What follows belongs to an exercise in optimizing a design on an open flow for small area, a short achievable clock period and few clock cycles per item; a production flow would make more cautious choices.
In this exercise RTL edits were held to simulation tests only and were not proved equivalent to the original.

### flow/design.v
module fp64_round_pack (
    input  wire               sign,
    input  wire signed [13:0] e,
    input  wire [105:0]       n,
    output reg  [63:0]        r
);
    reg [6:0]   sh;
    reg [105:0] m;
    reg         lost;
    reg [52:0]  sig;
    reg         g, st, rup;
    reg [62:0]  base;
    always @* begin
        sh   = 7'd0;
        m    = n;
        lost = 1'b0;
        if (e < 14'sd1) begin
            sh   = ((14'sd1 - e) > 14'sd127) ? 7'd127 : (14'sd1 - e);
            m    = n >> sh;
            lost = |(n & ~({106{1'b1}} << sh));
        end
        sig = m[105:53];
        g   = m[52];
        st  = (|m[51:0]) | lost;
        rup = g & (st | sig[0]);
        if (e < 14'sd1)
            base = {11'd0, sig[51:0]};
        else
            base = {e[10:0], sig[51:0]};
        if (e >= 14'sd2047)
            r = {sign, 11'h7ff, 52'd0};
        else
            r = {sign, base + {62'd0, rup}};
    end
endmodule
module fp64_mul (
    input  wire [63:0] a,
    input  wire [63:0] b,
    output reg  [63:0] r
);
    wire        sa = a[63], sb = b[63];
    wire [10:0] ea_f = a[62:52], eb_f = b[62:52];
    wire [51:0] fa = a[51:0], fb = b[51:0];
    wire a_nan  = (ea_f == 11'h7ff) && (fa != 52'd0);
    wire b_nan  = (eb_f == 11'h7ff) && (fb != 52'd0);
    wire a_inf  = (ea_f == 11'h7ff) && (fa == 52'd0);
    wire b_inf  = (eb_f == 11'h7ff) && (fb == 52'd0);
    wire a_zero = (ea_f == 11'd0) && (fa == 52'd0);
    wire b_zero = (eb_f == 11'd0) && (fb == 52'd0);
    wire s      = sa ^ sb;
    wire [52:0]  ma = {ea_f != 11'd0, fa};
    wire [52:0]  mb = {eb_f != 11'd0, fb};
    wire [10:0]  ea = (ea_f == 11'd0) ? 11'd1 : ea_f;
    wire [10:0]  eb = (eb_f == 11'd0) ? 11'd1 : eb_f;
    wire [105:0] p  = ma * mb;
    reg [6:0] lz;
    integer i;
    always @* begin
        lz = 7'd0;
        for (i = 0; i < 106; i = i + 1)
            if (p[i]) lz = 7'd105 - i[6:0];
    end
    wire [105:0]       n = p << lz;
    wire signed [13:0] e = $signed({3'b000, ea}) + $signed({3'b000, eb})
                           - $signed({7'd0, lz}) - 14'sd1022;
    wire [63:0] rounded;
    fp64_round_pack u_rp (.sign(s), .e(e), .n(n), .r(rounded));
    always @* begin
        if (a_nan || b_nan || (a_inf && b_zero) || (a_zero && b_inf))
            r = 64'h7ff8000000000000;
        else if (a_inf || b_inf)
            r = {s, 11'h7ff, 52'd0};
        else if (a_zero || b_zero)
            r = {s, 63'd0};
        else
            r = rounded;
    end
endmodule
module fp64_add (
    input  wire [63:0] a,
    input  wire [63:0] b,
    input  wire        sub,
    output reg  [63:0] r
);
    wire        sa = a[63];
    wire        sb = b[63] ^ sub;
    wire [10:0] ea_f = a[62:52], eb_f = b[62:52];
    wire [51:0] fa = a[51:0], fb = b[51:0];
    wire a_nan  = (ea_f == 11'h7ff) && (fa != 52'd0);
    wire b_nan  = (eb_f == 11'h7ff) && (fb != 52'd0);
    wire a_inf  = (ea_f == 11'h7ff) && (fa == 52'd0);
    wire b_inf  = (eb_f == 11'h7ff) && (fb == 52'd0);
    wire a_zero = (ea_f == 11'd0) && (fa == 52'd0);
    wire b_zero = (eb_f == 11'd0) && (fb == 52'd0);
    wire        swap = {eb_f, fb} > {ea_f, fa};
    wire        sx   = swap ? sb : sa;
    wire        sy   = swap ? sa : sb;
    wire [10:0] ex_f = swap ? eb_f : ea_f;
    wire [10:0] ey_f = swap ? ea_f : eb_f;
    wire [51:0] fx   = swap ? fb : fa;
    wire [51:0] fy   = swap ? fa : fb;
    wire [52:0] mx = {ex_f != 11'd0, fx};
    wire [52:0] my = {ey_f != 11'd0, fy};
    wire [10:0] ex = (ex_f == 11'd0) ? 11'd1 : ex_f;
    wire [10:0] ey = (ey_f == 11'd0) ? 11'd1 : ey_f;
    wire [10:0] d  = ex - ey;
    wire [5:0]  dsh = (d > 11'd63) ? 6'd63 : d[5:0];
    wire [56:0] X    = {1'b0, mx, 3'b000};
    wire [56:0] Y0   = {1'b0, my, 3'b000};
    wire [56:0] Ysh  = Y0 >> dsh;
    wire        lost = |(Y0 & ~({57{1'b1}} << dsh));
    wire [56:0] Y    = Ysh | {56'd0, lost};
    wire        eff_sub = sx ^ sy;
    wire [56:0] S    = eff_sub ? (X - Y) : (X + Y);
    reg [5:0] lz;
    integer i;
    always @* begin
        lz = 6'd0;
        for (i = 0; i < 57; i = i + 1)
            if (S[i]) lz = 6'd56 - i[5:0];
    end
    wire [56:0]        N = S << lz;
    wire signed [13:0] e = $signed({3'b000, ex}) + 14'sd1 - $signed({8'd0, lz});
    wire [63:0] rounded;
    fp64_round_pack u_rp (.sign(sx), .e(e), .n({N, 49'd0}), .r(rounded));
    always @* begin
        if (a_nan || b_nan || (a_inf && b_inf && (sa != sb)))
            r = 64'h7ff8000000000000;
        else if (a_inf)
            r = {sa, 11'h7ff, 52'd0};
        else if (b_inf)
            r = {sb, 11'h7ff, 52'd0};
        else if (a_zero && b_zero)
            r = {sa & sb, 63'd0};
        else if (S == 57'd0)
            r = 64'd0;
        else
            r = rounded;
    end
endmodule
module fp64_div (
    input  wire        clk,
    input  wire        rst,
    input  wire        start,
    input  wire [63:0] a,
    input  wire [63:0] b,
    output reg         busy,
    output reg         done,
    output reg  [63:0] r
);
    wire        sa = a[63], sb = b[63];
    wire [10:0] ea_f = a[62:52], eb_f = b[62:52];
    wire [51:0] fa = a[51:0], fb = b[51:0];
    wire a_nan  = (ea_f == 11'h7ff) && (fa != 52'd0);
    wire b_nan  = (eb_f == 11'h7ff) && (fb != 52'd0);
    wire a_inf  = (ea_f == 11'h7ff) && (fa == 52'd0);
    wire b_inf  = (eb_f == 11'h7ff) && (fb == 52'd0);
    wire a_zero = (ea_f == 11'd0) && (fa == 52'd0);
    wire b_zero = (eb_f == 11'd0) && (fb == 52'd0);
    wire [52:0] ma = {ea_f != 11'd0, fa};
    wire [52:0] mb = {eb_f != 11'd0, fb};
    wire [10:0] ea = (ea_f == 11'd0) ? 11'd1 : ea_f;
    wire [10:0] eb = (eb_f == 11'd0) ? 11'd1 : eb_f;
    reg [5:0] lza, lzb;
    integer i;
    always @* begin
        lza = 6'd0;
        lzb = 6'd0;
        for (i = 0; i < 53; i = i + 1) begin
            if (ma[i]) lza = 6'd52 - i[5:0];
            if (mb[i]) lzb = 6'd52 - i[5:0];
        end
    end
    reg [53:0]        rem;       
    reg [52:0]        dvs;       
    reg [55:0]        quo;       
    reg [5:0]         cnt;
    reg               sgn;
    reg signed [13:0] eq;        
    reg               special;
    reg [63:0]        spec_r;
    wire [54:0] diff = {1'b0, rem} - {2'b00, dvs};
    wire        qbit = !diff[54];
    wire               lzq  = !quo[55];
    wire [55:0]        qn   = lzq ? {quo[54:0], 1'b0} : quo;
    wire               stk  = (rem != 54'd0);
    wire signed [13:0] e    = eq - $signed({13'd0, lzq});
    wire [63:0]        rounded;
    fp64_round_pack u_rp (.sign(sgn), .e(e), .n({qn, 49'd0, stk}), .r(rounded));
    always @(posedge clk) begin
        if (rst) begin
            busy <= 1'b0;
            done <= 1'b0;
        end else begin
            done <= 1'b0;
            if (start && !busy) begin
                sgn     <= sa ^ sb;
                special <= 1'b1;
                if (a_nan || b_nan || (a_inf && b_inf) || (a_zero && b_zero))
                    spec_r <= 64'h7ff8000000000000;
                else if (a_inf || b_zero)
                    spec_r <= {sa ^ sb, 11'h7ff, 52'd0};
                else if (a_zero || b_inf)
                    spec_r <= {sa ^ sb, 63'd0};
                else
                    special <= 1'b0;
                rem  <= {1'b0, ma << lza};
                dvs  <= mb << lzb;
                quo  <= 56'd0;
                eq   <= $signed({3'b000, ea}) - $signed({8'd0, lza})
                        - $signed({3'b000, eb}) + $signed({8'd0, lzb}) + 14'sd1023;
                cnt  <= 6'd0;
                busy <= 1'b1;
            end else if (busy) begin
                if (cnt == 6'd56) begin
                    r    <= special ? spec_r : rounded;
                    busy <= 1'b0;
                    done <= 1'b1;
                end else begin
                    quo <= {quo[54:0], qbit};
                    rem <= qbit ? {diff[52:0], 1'b0} : {rem[52:0], 1'b0};
                    cnt <= cnt + 6'd1;
                end
            end
        end
    end
endmodule
module bessel0_fp64 (
    input  wire        clk,
    input  wire        rst,
    input  wire        in_valid,
    output wire        in_ready,
    input  wire [63:0] x,
    output reg         out_valid,
    input  wire        out_ready,
    output reg  [63:0] y
);
    localparam [63:0] ONE  = 64'h3ff0000000000000;
    localparam [63:0] HALF = 64'h3fe0000000000000;
    localparam [5:0]  LAST = 6'd63;           
    localparam [2:0] S_IDLE = 3'd0,
                     S_HX   = 3'd1,
                     S_MUL1 = 3'd2,
                     S_DIV  = 3'd3,
                     S_WAIT = 3'd4,
                     S_MUL2 = 3'd5,
                     S_ADD  = 3'd6,
                     S_DONE = 3'd7;
    reg [2:0]  state;
    reg [5:0]  idx;
    reg [63:0] xr, hx, t, s, m, sq;
    assign in_ready = (state == S_IDLE);
    reg [63:0] idx_f;
    reg [2:0]  msb;
    integer k;
    always @* begin
        msb = 3'd0;
        for (k = 0; k < 6; k = k + 1)
            if (idx[k]) msb = k[2:0];
        idx_f = {1'b0, 11'd1023 + {8'd0, msb}, 52'd0};
        idx_f[51:46] = idx << (3'd6 - msb);
    end
    reg [63:0] mul_a, mul_b;
    always @* begin
        case (state)
            S_HX:    begin mul_a = xr; mul_b = HALF; end
            S_MUL1:  begin mul_a = t;  mul_b = hx;   end
            default: begin mul_a = t;  mul_b = t;    end
        endcase
    end
    wire [63:0] mul_r, add_r, div_r;
    wire        div_busy, div_done;
    fp64_mul u_mul (.a(mul_a), .b(mul_b), .r(mul_r));
    fp64_add u_add (.a(s), .b(sq), .sub(1'b0), .r(add_r));
    fp64_div u_div (.clk(clk), .rst(rst), .start(state == S_DIV), .a(m), .b(idx_f),
                    .busy(div_busy), .done(div_done), .r(div_r));
    always @(posedge clk) begin
        if (rst) begin
            state     <= S_IDLE;
            out_valid <= 1'b0;
        end else begin
            case (state)
                S_IDLE: if (in_valid) begin
                    xr    <= x;
                    state <= S_HX;
                end
                S_HX: begin
                    hx    <= mul_r;
                    t     <= ONE;
                    s     <= ONE;
                    idx   <= 6'd1;
                    state <= S_MUL1;
                end
                S_MUL1: begin
                    m     <= mul_r;
                    state <= S_DIV;
                end
                S_DIV:  state <= S_WAIT;
                S_WAIT: if (div_done) begin
                    t     <= div_r;
                    state <= S_MUL2;
                end
                S_MUL2: begin
                    sq    <= mul_r;         
                    state <= S_ADD;
                end
                S_ADD: begin
                    s <= add_r;
                    if (idx == LAST) begin
                        y         <= add_r;
                        out_valid <= 1'b1;
                        state     <= S_DONE;
                    end else begin
                        idx   <= idx + 6'd1;
                        state <= S_MUL1;
                    end
                end
                default: if (out_ready) begin    
                    out_valid <= 1'b0;
                    state     <= S_IDLE;
                end
            endcase
        end
    end
endmodule
### flow/run.sh
#!/bin/bash
# synth_recipe.tcl (not shown) runs the flow's synth.tcl, then flattens the netlist and writes it again
# the make line also repeats each setting of config.mk as NAME=value (left out here)
make -C /OpenROAD-flow-scripts/flow DESIGN_CONFIG=/design/flow/config.mk WORK_HOME=/design/flow/orfs CLKGATE_MAP_FILE= SYNTH_SCRIPT=/design/flow/synth_recipe.tcl finish
### flow/config.mk
export PLATFORM = sky130hd
export DESIGN_NAME = bessel0_fp64
export DESIGN_NICKNAME = bessel0_fp64
export VERILOG_FILES = /design/flow/design.v
export SDC_FILE = /design/flow/constraint.sdc
export NUM_CORES = 4
export LEC_CHECK = 0
export ABC_CLOCK_PERIOD_IN_PS = 20000
export CAP_MARGIN = 20
export CORE_MARGIN = 2
export CORE_UTILIZATION = 30
export PLACE_DENSITY = 0.5
export SLEW_MARGIN = 20
### flow/constraint.sdc
create_clock -name core_clock -period 30.0 [get_ports {clk}]
set_input_delay 6.0000 -clock core_clock [delete_from_list [all_inputs] [get_ports {clk}]]
set_output_delay 6.0000 -clock core_clock [all_outputs]
set_load 0.01 [all_outputs]
==> impl_metrics.ini <==
[sta]
finalCriticalPeriod_ns = 27.07
rsz0062_at_grt = no
slew_violations = 0
tightest_slew_ns = 1.337
max_freq_mhz = 36.95
slew_headroom = 0.09894
hold_viol = 0
fin_crit_sh = 0.9022
setup_tns_ns = 0
setup_viol = 0
fin_skew_ns = 0.05439

[synthesis]
synth-edff-count = 660
seq_area_frac_synth = 0.1089
syn_inst = 23030
ys_types = 148
ys.warnings.count = 5
async_flop_share = 0
synth_seq_cells = 666
synthFlopType = edfxtp_1
netlist_area_sq_um = 183100
avgSynthCellArea_sq_um = 7.952

[placed_design]
io_buffers = 133
dp_cells = 30660
gp_congestion = 1.030
hpwl_um = 831600

[routing]
initialDrtViolationCount = 25250
dr.pass1.iters = 9
ant_nets = 0
vias = 187800
drc = 0
wl_per_cell_um = 33.56
avgViaCountPerCell = 6.093
routed_wl_um = 1034000

[critical_path]
critPathCaptureType = flop
cp-endpoint = hx[56]$_DFFE_PP_
startpoint = state[1]$_SDFFE_PP0P_
crit_path_start_kind = flop
r2r_end = hx[56]$_DFFE_PP_
cp.arrival_ns = 27.42
worstPathMaxFanout = 59
path_class = flop to flop
required_ns = 30.35
ff2ff_setup_slack_ns = 2.93
cp_slowest_stage_delay_ns = 1.04
crit_slowest_cell = o31ai_1
reg2regPathDepth = 75
r2r_start = state[1]$_SDFFE_PP0P_
path_common_cell = inv_1

[cells_and_area]
area_delta_synth_final_pct = 9.387
seqCellArea_sq_um = 19940
nFillCells = 64810
drive_above_1_share = 0.08208
layout_common_cells = 4126 x nor2_1, 2802 x inv_1, 2611 x fa_1, 1396 x nand2_1, 1114 x a21oi_1
layout_commonest_cell = nor2_1
multi_input_area_sq_um = 148600
layoutNonFillerInstCount = 30830
fin_nets = 26120

[outcome]
outcome = finished clean

[global_route]
grt_usage = 0.3262
use_met2 = 0.4679
grt_util_met3 = 0.07905
grt_pass1_vias = 183200
antenna_found_initial = 88
grt-ovfl-total = 0
busiest_layer = met2
grt_max_degree = 127
grt_pass1_wl_um = 1451000
grt_util_met1 = 0.4675

[cts]
cts_root_buffer = clkbuf_16
post_cts_resized = 0
postCtsSetupBuffers = 0
cts_tree = built
cts_sinks = 666
cts.htree.levels = 3
clockBufferDepth = 3
hold_buffers = 0
cts_buffers = 70
clk_latency_ns = 0.70
clkSlewWorstSetupHoldPaths_ns = 0.07

[floorplanning]
die_x_um = 785.2
rows = 286
initial_core_util = 0.3015
die_area_sq_um = 616600
boundaryPins = 134
fp.coreArea_sq_um = 607300
die_height_um = 785.2

[min_path]
hp-start = m[63]$_DFFE_PP_
hold_class = flop to flop
min_path_cells = 0

[job]
maxCapViolCount = 0
worst min path at each step:
stage,to
after floorplan,u_div.sgn$_DFFE_PP_
after global placement,u_div.sgn$_DFFE_PP_
after detailed placement,u_div.sgn$_DFFE_PP_
after CTS,u_div.sgn$_DFFE_PP_
after global routing,u_div.sgn$_DFFE_PP_
final,u_div.sgn$_DFFE_PP_
cell usage after synthesis (all sizes together), types with 245 or more instances:
library cell  count  share of area
a211oi          289          0.012
a21oi          1131          0.031
buf             288         0.0083
clkbuf         1221          0.025
edfxtp          660           0.11
fa             2612           0.29
ha              774          0.053
inv            2814          0.058
mux2i           782          0.043
nand2          1407          0.029
nand3           528          0.015
nand4           247         0.0086
nor2           4176          0.086
nor3            586          0.016
o211ai          318          0.013
o21ai           993          0.027
o22ai           245         0.0084
xnor2           253          0.012
layout make-up:
class / count / share of cell area
inverter: 2817 / 0.05283
timing repair buffer: 1077 / 0.04329
clock inverter: 52 / 0.002849
antenna: 38 / 0.0004748
multi-input combinational: 18040 / 0.7418
sequential: 666 / 0.09956
clock buffer: 75 / 0.008840
tap: 8064 / 0.05038
state kept, by name, indices dropped and copies added, names as in the netlist, 3 cells and up:
register      flops
hx               64
idx               6
m                64
s                64
sq               64
state             3
t                64
u_div.cnt         6
u_div.dvs         7
u_div.eq         14
u_div.quo        56
u_div.r          64
u_div.rem        54
u_div.spec_r      3
xr               64
y                64
stage by stage:
stage	hold WS, ns	utilization	instance area, sq um	worst slack (ns)
floorplan	0.4180	-	183100	9.091
global placement	0.4801	0.3253	197600	2.275
detailed placement	0.4475	0.3257	197800	3.913
CTS	0.4821	0.3296	200100	3.761
global route	0.4875	0.3297	200200	2.457
finish	0.4917	0.3298	200300	2.933
critical path, delay by kind of cell, from the launching register on:
kind	cells	cell delay (ns)
AO/OA/AOI/OAI	24	8.24
XOR/XNOR	2	0.45
adder cells (fa/ha/maj)	14	5.60
buffers and inverters	18	4.02
flip-flops	1	0.60
multiplexers	2	1.02
AND/OR/NAND/NOR	15	6.46
per-layer routing:
metal / vias to the layer above / share of wire
li1: 77920 / -
met3: 2131 / 0.11
met5: - / 0.00040
met2: 11180 / 0.41
met1: 96510 / 0.44
met4: 60 / 0.050
cells by family (layout without fill, tap and decap cells):
family / after synthesis / count (layout) / synth area share
and+or+nand+nor: 8260 / 8260 / 0.2024
AOI/OAI and AO/OA: 5032 / 5032 / 0.1853
buffers and inverters: 4326 / 4021 / 0.09108
adders and majority gates: 3388 / 3388 / 0.3386
muxes: 935 / 935 / 0.05366
DFF: 666 / 666 / 0.1089
xor gates and xnor gates: 417 / 417 / 0.01995
other: 2 / 42 / 0.00004102
Testbench counts, summed over its fixed seeds: cycles 500,352, items 128.

[static timing again, ports no longer ideal]
In the flow no input, the clock included, has a driving cell. The finished layout below was timed again as built, in two steps.
Step 1 sets driving cells, clkbuf_16 on the clock port and buf_2 on the other inputs (assumed; they add their load-dependent delay and slew).
Step 2, shift: input delay + t, output delay - t, t = (earliest + latest rising clock arrival at the registers) / 2. This alone moves slack from input paths to output paths.
Slacks: ideal ports / drivers / drivers and shift; pairs: ideal ports / drivers.
shift t [ns]: 0.750
setup WS [ns]: 2.933 / 2.933 / 2.933
latest minus earliest clock arrival (ns): 0.061 / 0.061
After both steps setup and hold are still met in this run. The setup slack of this run moves by 0.000 ns with the drivers and by 0.000 ns with both steps.
